Context: an optimization exercise on an open-source flow, tuned for small area, a short achievable clock period and few clock cycles. The choices shown serve that exercise and are no tape-out recipe. The RTL was checked by simulation tests, not by an equivalence proof against the original design. No activity file was given, so power comes from the tool's default toggle rates.

## build 18
==> flow/design.v (excerpt) <==
module sap3_core (
    input  wire         clk,
    input  wire         rst,           
    input  wire         step,          
    output wire [15:0]  imem_addr,     
    input  wire [31:0]  imem_data,     
    input  wire [15:0]  prog_len,      
    input  wire [7:0]   in_value,      
    output wire [8:0]   dmem_addr,     
    input  wire [7:0]   dmem_rdata,    
    output wire         dmem_we,       
    output wire [7:0]   dmem_wdata,
    output wire         ready,         
    output wire         stopped,       
    output wire         halted,
    output wire [3:0]   fault,
    output wire [7:0]   acc,
    output wire [127:0] regs,          
    output wire [8:0]   sp,
    output wire         flag_c,
    output wire         flag_z,
    output wire         out_valid,
    output wire [7:0]   out_data,
    output wire         print_valid,
    output wire [15:0]  print_tmpl
);
    localparam [3:0] F_UNKNOWN = 4'd1, F_STACK_OVF = 4'd7, F_STACK_UNF = 4'd8;
    reg [15:0]  pc;
    reg [8:0]   sp_q;
    reg [7:0]   a_q;
    reg [7:0]   r_q [0:15];
    reg         c_q, z_q;
    reg         halt_q;
    reg [3:0]   fault_q;
    reg         stop_q;        
    wire [31:0] ir  = imem_data;
    wire [5:0]  t   = ir[31:26];
    wire [3:0]  ra  = ir[25:22];
    wire [3:0]  rb  = ir[21:18];
    wire [15:0] v   = ir[15:0];
  ...
==> flow/config.mk <==
export PLATFORM = sky130hd
export DESIGN_NAME = sap3_core
export DESIGN_NICKNAME = sap3_core
export VERILOG_FILES = /design/flow/design.v
export SDC_FILE = /design/flow/constraint.sdc
export NUM_CORES = 4
export LEC_CHECK = 0
export ABC_AREA = 1
export CAP_MARGIN = 20
export CORE_MARGIN = 2
export CORE_UTILIZATION = 40
export SETUP_SLACK_MARGIN = 4.7
export SLEW_MARGIN = 20
==> flow/constraint.sdc <==
create_clock -name core_clock -period 10.0 [get_ports {clk}]
set_input_delay 2.0000 -clock core_clock [delete_from_list [all_inputs] [get_ports {clk}]]
set_output_delay 2.0000 -clock core_clock [all_outputs]
set_load 0.01 [all_outputs]
standard.sh (not shown) runs the stock make flow with config.mk's settings and CLKGATE_MAP_FILE= SYNTH_SCRIPT=/design/flow/synth_recipe.tcl, a recipe that flattens the netlist after the stock synthesis.
==> flow/flow/run.sh <==
#!/bin/bash
# The standard layout (standard.sh), with these changes:
#  - synthesis maps the logic with ABC's &nf mapper (flow/area.script, through
#    flow/synth_abc.tcl, which otherwise runs synth_recipe.tcl as it is, and
#    leaves out a few slow cells), and without Yosys's adder extraction
#    (ADDER_MAP_FILE empty), so ABC maps the adders too; the registers are
#    the standard synthesis's;
#  - the port buffers that ORFS inserts at global placement are
#    sky130_fd_sc_hd__buf_1 (ORFS otherwise picks the delay cell clkdlybuf4s50_1).
set -euo pipefail
work=$(pwd)
export FLOW_SYNTH_TCL=$work/synth_recipe.tcl
export FLOW_ABC_SCRIPT=$work/flow/area.script
bash standard.sh "SYNTH_SCRIPT=$work/flow/synth_abc.tcl" 'ADDER_MAP_FILE=' \
  'BUFFER_PORTS_ARGS=-buffer_cell sky130_fd_sc_hd__buf_1' finish > standard_flow.log 2>&1
==> flow/flow/area.script <==
&get -n
&st
&dch
&nf
&put
==> flow/flow/synth_abc.tcl <==
# The standard synthesis (synth_recipe.tcl in the work folder, unchanged),
# with one difference in Yosys's abc pass: it runs the ABC script named by
# FLOW_ABC_SCRIPT instead of ORFS's abc_area/abc_speed script, and it leaves
# out the cells whose pull-up is a stack of four transistors (nor4, or4, o41,
# a2111 families), which are slow on the paths from the record to the ports,
# and a222oi, the one logic cell with no stronger size. Only the combinational
# mapping changes; the registers are the standard synthesis's.
proc abc {args} {
  set i [lsearch -exact $args -script]
  if { $i >= 0 } { lset args [expr {$i + 1}] $::env(FLOW_ABC_SCRIPT) }
  foreach f {nor4 nor4b nor4bb or4 or4b or4bb o41a o41ai a2111o a2111oi} {
    foreach s {0 1 2 4} { lappend args -dont_use sky130_fd_sc_hd__${f}_$s }
  }
  lappend args -dont_use sky130_fd_sc_hd__a222oi_1
  yosys abc {*}$args
}
source $::env(FLOW_SYNTH_TCL)
Build 18: all stages complete, timing, DRC and antenna checks passed
Testbench counts of build 18, summed over its fixed seeds: cycles 120,658.
Setup changes, build 18 to build 43
Settings: a change of SETUP_SLACK_MARGIN from 4.7 to 4.5.
==> flow/flow/run.sh <==
#!/bin/bash
# The standard layout, with the port buffers that ORFS inserts at global
# placement made sky130_fd_sc_hd__buf_1 (ORFS otherwise picks a delay buffer,
# clkdlybuf4s50_1). Every other step is the standard one.
set -euo pipefail
bash standard.sh 'BUFFER_PORTS_ARGS=-buffer_cell sky130_fd_sc_hd__buf_1' finish > standard_flow.log 2>&1
removed: flow/flow/area.script
removed: flow/flow/synth_abc.tcl
In build 43, the worst hold slack across all endpoints came out 0.013 ns above the value in build 18.
Build 43 reports a higher post-route minimum period than build 18 does.
Re routed length on met3: build 43 is 1.5 mm down on build 18.
Worst setup slack after layout (higher): build 18
As of build 43, number of vias per cell had fallen by more than 10% compared to build 18.
Build 43 vs. build 18: non-clock buffer count fell 1; switching share of power rose 1.7 points; core utilization fell 3.1 points.
The inputs of build 57 differ from those of build 43 as listed below.
==> flow/flow/run.sh <==
#!/bin/bash
# The standard layout (standard.sh), with two changes:
#  - synthesis maps the logic with an area-oriented ABC script (flow/area.script,
#    through flow/synth_abc.tcl, which otherwise runs synth_recipe.tcl as it is);
#  - the port buffers that ORFS inserts at global placement are
#    sky130_fd_sc_hd__buf_1 (ORFS otherwise picks the delay cell clkdlybuf4s50_1).
set -euo pipefail
work=$(pwd)
export FLOW_SYNTH_TCL=$work/synth_recipe.tcl
export FLOW_ABC_SCRIPT=$work/flow/area.script
bash standard.sh "SYNTH_SCRIPT=$work/flow/synth_abc.tcl" \
  'BUFFER_PORTS_ARGS=-buffer_cell sky130_fd_sc_hd__buf_1' finish > standard_flow.log 2>&1
==> flow/flow/area.script (new file) <==
&get -n
&st
&dch
&nf
&put
==> flow/flow/synth_abc.tcl (new file) <==
# The standard synthesis (synth_recipe.tcl in the work folder, unchanged),
# with one difference in Yosys's abc pass: it runs the ABC script named by
# FLOW_ABC_SCRIPT instead of ORFS's abc_area/abc_speed script, and it leaves
# out the cells whose pull-up is a stack of four transistors (nor4, or4, o41,
# a2111 families), which are slow on the paths from the record to the ports,
# and a222oi, the one logic cell with no stronger size. Only the combinational
# mapping changes; the registers are the standard synthesis's.
proc abc {args} {
  set i [lsearch -exact $args -script]
  if { $i >= 0 } { lset args [expr {$i + 1}] $::env(FLOW_ABC_SCRIPT) }
  foreach f {nor4 nor4b nor4bb or4 or4b or4bb o41a o41ai a2111o a2111oi} {
    foreach s {0 1 2 4} { lappend args -dont_use sky130_fd_sc_hd__${f}_$s }
  }
  lappend args -dont_use sky130_fd_sc_hd__a222oi_1
  yosys abc {*}$args
}
source $::env(FLOW_SYNTH_TCL)
==> notes.md <==
Build 57 ends up with a sequential group share of total power that is 0.8 points higher than in build 43.
For the mean number of vias per cell, build 57 came in about 11% higher than build 43 did.
Build 57 ends up with a cell area that is 0.0011 mm^2 lower than in build 43.
Build 57 vs build 43, capture point of the critical path: dmem_wdata[1] vs out_valid
| non-clock buffer count | lower: build 57 |
Comparing build 57 and build 43, fraction of standard cell area in multi-input logic is lower on build 57.
Against build 43, sequential power in build 57 rose slightly.
Build 57 vs. build 43: global routing met3 resource utilization went up by 2.1 points.

sap3_core again, from the RTL that the note above started with.
Settings: LEC_CHECK=0, ABC_AREA=1, CAP_MARGIN=20, CORE_MARGIN=2, CORE_UTILIZATION=55, PLACE_DENSITY=0.75, SETUP_SLACK_MARGIN=4.5, SLEW_MARGIN=20; clock period 10.0 ns.
==> flow/flow/run.sh <==
#!/bin/bash
# The standard layout (standard.sh), with these changes:
#  - synthesis maps the logic with ABC's &nf mapper (flow/area.script, through
#    flow/synth_abc.tcl, which otherwise runs synth_recipe.tcl as it is, and
#    leaves out a few slow cells), and without Yosys's adder extraction
#    (ADDER_MAP_FILE empty), so ABC maps the adders too; the registers are
#    the standard synthesis's;
#  - the port buffers that ORFS inserts at global placement are
#    sky130_fd_sc_hd__buf_1 (ORFS otherwise picks the delay cell clkdlybuf4s50_1).
set -euo pipefail
work=$(pwd)
export FLOW_SYNTH_TCL=$work/synth_recipe.tcl
export FLOW_ABC_SCRIPT=$work/flow/area.script
bash standard.sh "SYNTH_SCRIPT=$work/flow/synth_abc.tcl" 'ADDER_MAP_FILE=' \
  'BUFFER_PORTS_ARGS=-buffer_cell sky130_fd_sc_hd__buf_1' finish > standard_flow.log 2>&1
==> flow/flow/area.script <==
&get -n
&st
&dch
&nf
&put
==> flow/flow/synth_abc.tcl <==
# The standard synthesis (synth_recipe.tcl in the work folder, unchanged),
# with one difference in Yosys's abc pass: it runs the ABC script named by
# FLOW_ABC_SCRIPT instead of ORFS's abc_area/abc_speed script, and it leaves
# out the cells whose pull-up is a stack of four transistors (nor4, or4, o41,
# a2111 families), which are slow on the paths from the record to the ports,
# and a222oi, the one logic cell with no stronger size. Only the combinational
# mapping changes; the registers are the standard synthesis's.
proc abc {args} {
  set i [lsearch -exact $args -script]
  if { $i >= 0 } { lset args [expr {$i + 1}] $::env(FLOW_ABC_SCRIPT) }
  foreach f {nor4 nor4b nor4bb or4 or4b or4bb o41a o41ai a2111o a2111oi} {
    foreach s {0 1 2 4} { lappend args -dont_use sky130_fd_sc_hd__${f}_$s }
  }
  lappend args -dont_use sky130_fd_sc_hd__a222oi_1
  yosys abc {*}$args
}
source $::env(FLOW_SYNTH_TCL)
The starting point completed with no timing, DRC or antenna violations.
Testbench counts at the start, summed over its fixed seeds: cycles 120,658.
Edit:
- CORE_UTILIZATION: 55 -> 40
- CTS_CLUSTER_DIAMETER: default -> 300
- CTS_CLUSTER_SIZE: default -> 50
- PLACE_DENSITY: 0.75 -> default
Effect:
- The new run finished clean
- combinational power stays flat
- global-route usage is lower by 7.4 points
- worst hold slack is about the same
- setup slack degrades by 0.023 ns
- power is lower by about 1.1%
- clock power is lower by 3.9%
- wire length is higher by about 3.5%
- count of clock-buffer cells in the layout stays the same
Edit:
==> flow/flow/run.sh (replaced) <==
#!/bin/bash
# The standard layout (standard.sh), with two changes:
#  - synthesis maps the logic with an area-oriented ABC script (flow/area.script,
#    through flow/synth_abc.tcl, which otherwise runs synth_recipe.tcl as it is);
#  - the port buffers that ORFS inserts at global placement are
#    sky130_fd_sc_hd__buf_1 (ORFS otherwise picks the delay cell clkdlybuf4s50_1).
set -euo pipefail
work=$(pwd)
export FLOW_SYNTH_TCL=$work/synth_recipe.tcl
export FLOW_ABC_SCRIPT=$work/flow/area.script
bash standard.sh "SYNTH_SCRIPT=$work/flow/synth_abc.tcl" \
  'BUFFER_PORTS_ARGS=-buffer_cell sky130_fd_sc_hd__buf_1' finish > standard_flow.log 2>&1
==> flow/flow/area.script (replaced) <==
&get -n
&st
&dch
&nf -R 1000
&put
==> flow/flow/synth_abc.tcl (replaced) <==
# The standard synthesis (synth_recipe.tcl in the work folder, unchanged),
# with one difference: Yosys's abc pass runs the ABC script named by
# FLOW_ABC_SCRIPT instead of ORFS's abc_area/abc_speed script. Only the
# combinational mapping changes; the registers are the standard synthesis's.
proc abc {args} {
  set i [lsearch -exact $args -script]
  if { $i >= 0 } { lset args [expr {$i + 1}] $::env(FLOW_ABC_SCRIPT) }
  yosys abc {*}$args
}
source $::env(FLOW_SYNTH_TCL)
- CTS_CLUSTER_DIAMETER: 300 -> default
- CTS_CLUSTER_SIZE: 50 -> default
Effect:
- The changed run ran to the end with no violations
- critical path depth fell by 1
- first-iteration DRC count fell by about 13%
- worst setup slack got worse by 0.14 ns
- via count fell by 0.80%
- cell area rose by about 5.4%
Edit:
==> flow/flow/area.script (replaced) <==
&get -n
&st
&dch
&nf
&put
==> flow/flow/synth_abc.tcl (replaced) <==
# The standard synthesis (synth_recipe.tcl in the work folder, unchanged),
# with one difference in Yosys's abc pass: it runs the ABC script named by
# FLOW_ABC_SCRIPT instead of ORFS's abc_area/abc_speed script, and it leaves
# out the cells whose pull-up is a stack of four transistors (nor4, or4, o41,
# a2111 families), which are slow on the paths from the record to the ports,
# and a222oi, the one logic cell with no stronger size. Only the combinational
# mapping changes; the registers are the standard synthesis's.
proc abc {args} {
  set i [lsearch -exact $args -script]
  if { $i >= 0 } { lset args [expr {$i + 1}] $::env(FLOW_ABC_SCRIPT) }
  foreach f {nor4 nor4b nor4bb or4 or4b or4bb o41a o41ai a2111o a2111oi} {
    foreach s {0 1 2 4} { lappend args -dont_use sky130_fd_sc_hd__${f}_$s }
  }
  lappend args -dont_use sky130_fd_sc_hd__a222oi_1
  yosys abc {*}$args
}
source $::env(FLOW_SYNTH_TCL)
- SETUP_SLACK_MARGIN: 4.5 -> 4.8
Design area grows by 5.5%.
Global-route usage came out higher by 2.7 points.
Clock-buffer cell count stays the same.
Final cell count grows by 1.7%.
Clock power goes up by about 1%.
Sequential share of layout area drops by 2.1 points.
Via count increases by 6.8%.
Combinational power is higher by 11%.

Another version of the RTL of sap3_core (not shown whole).
Size in the first run: roughly 1200 cells after synthesis, ~170 flip-flops, about 280 I/O pins, roughly 10000 µm² of cells after synthesis.
==> flow/config.mk <==
export PLATFORM = sky130hd
export DESIGN_NAME = sap3_core
export DESIGN_NICKNAME = sap3_core
export VERILOG_FILES = /design/flow/design.v
export SDC_FILE = /design/flow/constraint.sdc
export NUM_CORES = 4
export LEC_CHECK = 0
export ABC_AREA = 1
export CAP_MARGIN = 20
export CORE_MARGIN = 2
export CORE_UTILIZATION = 40
export CTS_BUF_LIST = sky130_fd_sc_hd__clkbuf_8
export SETUP_SLACK_MARGIN = 4.5
export SLEW_MARGIN = 20
==> flow/constraint.sdc <==
create_clock -name core_clock -period 10.0 [get_ports {clk}]
set_input_delay 2.0000 -clock core_clock [delete_from_list [all_inputs] [get_ports {clk}]]
set_output_delay 2.0000 -clock core_clock [all_outputs]
set_load 0.01 [all_outputs]
==> flow/flow/run.sh <==
#!/bin/bash
# The standard layout, with the port buffers that ORFS inserts at global
# placement made sky130_fd_sc_hd__buf_1 (ORFS otherwise picks a delay buffer,
# clkdlybuf4s50_1). Every other step is the standard one.
set -euo pipefail
bash standard.sh 'BUFFER_PORTS_ARGS=-buffer_cell sky130_fd_sc_hd__buf_1' finish > standard_flow.log 2>&1
The first run completed with no timing, DRC or antenna violations.
Testbench counts at the start, summed over its fixed seeds: cycles 120,658.
Rerun with:
--- a/flow/config.mk
+++ b/flow/config.mk
@@ -10,5 +10,5 @@
 export CORE_MARGIN = 2
-export CORE_UTILIZATION = 40
+export CORE_UTILIZATION = 60
 export CTS_BUF_LIST = sky130_fd_sc_hd__clkbuf_8
-export SETUP_SLACK_MARGIN = 4.5
+export SETUP_SLACK_MARGIN = 4.6
 export SLEW_MARGIN = 20
Result: The new run finished with timing, DRC and antenna clean; global-route usage climbs by 9.8 points; sequential share of layout area stays flat; cell area stays flat; core utilization rises by 26 points.
Rerun with:
--- a/flow/config.mk
+++ b/flow/config.mk
@@ -10,5 +10,4 @@
 export CORE_MARGIN = 2
-export CORE_UTILIZATION = 60
-export CTS_BUF_LIST = sky130_fd_sc_hd__clkbuf_8
-export SETUP_SLACK_MARGIN = 4.6
+export CORE_UTILIZATION = 40
+export SETUP_SLACK_MARGIN = 5.0
 export SLEW_MARGIN = 20
What happened: First-iteration DRC count went down by about 30%; total power went up by about 16%; global-route usage drops by 9.7 points.

== quartz ==
sap3_core with an RTL version that a note above also has.
Size: roughly 870 cells after synthesis, ~170 flip-flops, about 280 I/O pins, ~0.0096 mm2 of cells after synthesis.
==> flow/config.mk <==
export PLATFORM = sky130hd
export DESIGN_NAME = sap3_core
export DESIGN_NICKNAME = sap3_core
export VERILOG_FILES = /design/flow/design.v
export SDC_FILE = /design/flow/constraint.sdc
export NUM_CORES = 4
export LEC_CHECK = 0
export ABC_AREA = 1
export CAP_MARGIN = 20
export CORE_MARGIN = 2
export CORE_UTILIZATION = 40
export SETUP_SLACK_MARGIN = 4.5
export SLEW_MARGIN = 20
==> flow/constraint.sdc <==
create_clock -name core_clock -period 10.0 [get_ports {clk}]
set_input_delay 2.0000 -clock core_clock [delete_from_list [all_inputs] [get_ports {clk}]]
set_output_delay 2.0000 -clock core_clock [all_outputs]
set_load 0.01 [all_outputs]
==> flow/flow/run.sh <==
#!/bin/bash
# The standard layout (standard.sh), with two changes:
#  - synthesis maps the logic with an area-oriented ABC script (flow/area.script,
#    through flow/synth_abc.tcl, which otherwise runs synth_recipe.tcl as it is);
#  - the port buffers that ORFS inserts at global placement are
#    sky130_fd_sc_hd__buf_1 (ORFS otherwise picks the delay cell clkdlybuf4s50_1).
set -euo pipefail
work=$(pwd)
export FLOW_SYNTH_TCL=$work/synth_recipe.tcl
export FLOW_ABC_SCRIPT=$work/flow/area.script
bash standard.sh "SYNTH_SCRIPT=$work/flow/synth_abc.tcl" \
  'BUFFER_PORTS_ARGS=-buffer_cell sky130_fd_sc_hd__buf_1' finish > standard_flow.log 2>&1
==> flow/flow/area.script <==
&get -n
&st
&dch
&nf -R 1000
&put
==> flow/flow/synth_abc.tcl <==
# The standard synthesis (synth_recipe.tcl in the work folder, unchanged),
# with one difference in Yosys's abc pass: it runs the ABC script named by
# FLOW_ABC_SCRIPT instead of ORFS's abc_area/abc_speed script, and it leaves
# out the cells whose pull-up is a stack of four transistors (nor4, or4, o41,
# a2111 families), which are slow on the paths from the record to the ports,
# and a222oi, the one logic cell with no stronger size. Only the combinational
# mapping changes; the registers are the standard synthesis's.
proc abc {args} {
  set i [lsearch -exact $args -script]
  if { $i >= 0 } { lset args [expr {$i + 1}] $::env(FLOW_ABC_SCRIPT) }
  foreach f {nor4 nor4b nor4bb or4 or4b or4bb o41a o41ai a2111o a2111oi} {
    foreach s {0 1 2 4} { lappend args -dont_use sky130_fd_sc_hd__${f}_$s }
  }
  lappend args -dont_use sky130_fd_sc_hd__a222oi_1
  yosys abc {*}$args
}
source $::env(FLOW_SYNTH_TCL)
Testbench counts of quartz, summed over its fixed seeds: cycles 120,658.
--- input diff quartz..fjord ---
--- a/flow/flow/run.sh
+++ b/flow/flow/run.sh
@@ -2,3 +2,6 @@
-# The standard layout (standard.sh), with two changes:
-#  - synthesis maps the logic with an area-oriented ABC script (flow/area.script,
-#    through flow/synth_abc.tcl, which otherwise runs synth_recipe.tcl as it is);
+# The standard layout (standard.sh), with these changes:
+#  - synthesis maps the logic with ABC's &nf mapper (flow/area.script, through
+#    flow/synth_abc.tcl, which otherwise runs synth_recipe.tcl as it is, and
+#    leaves out a few slow cells), and without Yosys's adder extraction
+#    (ADDER_MAP_FILE empty), so ABC maps the adders too; the registers are
+#    the standard synthesis's;
@@ -11 +14 @@
-bash standard.sh "SYNTH_SCRIPT=$work/flow/synth_abc.tcl" \
+bash standard.sh "SYNTH_SCRIPT=$work/flow/synth_abc.tcl" 'ADDER_MAP_FILE=' \
==> flow/flow/area.script <==
&get -n
&st
&dch
&nf
&put
Findings:
fjord: all stages complete, timing, DRC and antenna checks passed. In summary, quartz completed successfully, with a layout that passed the timing, DRC and antenna checks. Compared with quartz, fjord shows a routed via count divided by cell count that is 0.26 higher. The number of cells on the critical path number comes out higher for fjord vs quartz. [fjord] overall power after layout fell 2.3% relative to quartz.

afterwards: timing with drivers on the ports:
In the flow no input, the clock included, has a driving cell. The finished layouts below were timed again as built, in two steps.
Step 1 sets driving cells, clkbuf_16 on the clock port and buf_2 on the other inputs (assumed; they add their load-dependent delay and slew).
Step 2 times the ports against the registers' clock, not the clock port: input delays grow and output delays shrink by t, the midpoint of the rising clock arrivals with the driver on.
a / b / c = no drivers / after step 1 / after step 2; a / b = the first two.
run | t (ns) | setup WS [ns] | worst slew at a driven data input, ns | cell pins on the clock port's net
build 18 | 0.491 | 4.516 / 4.350 / 4.350 | 0.18 | 1
build 43 | 0.481 | 4.441 / 4.416 / 4.272 | 0.08 | 1
build 57 | 0.486 | 4.528 / 4.493 / 4.169 | 0.07 | 1
the first run of note 2 | 0.491 | 4.431 / 4.399 / 4.133 | 0.15 | 1
the second run of note 2 | 0.480 | 4.408 / 4.371 / 4.318 | 0.07 | 1
the third run of note 2 | 0.477 | 4.270 / 4.229 / 4.064 | 0.16 | 1
the fourth run of note 2 | 0.479 | 4.521 / 4.357 / 4.171 | 0.19 | 1
the first run of note 3 | 0.512 | 4.536 / 4.489 / 4.236 | 0.07 | 1
the second run of note 3 | 0.512 | 4.553 / 4.481 / 4.417 | 0.10 | 1
the third run of note 3 | 0.496 | 4.533 / 4.460 / 4.300 | 0.08 | 1
quartz | 0.481 | 4.451 / 4.377 / 4.152 | 0.10 | 1
fjord | 0.480 | 4.408 / 4.371 / 4.318 | 0.07 | 1
After both steps every run listed still meets setup and hold. The setup slack of build 57, which loses most, moves by -0.035 ns with the drivers and by -0.359 ns with both steps.
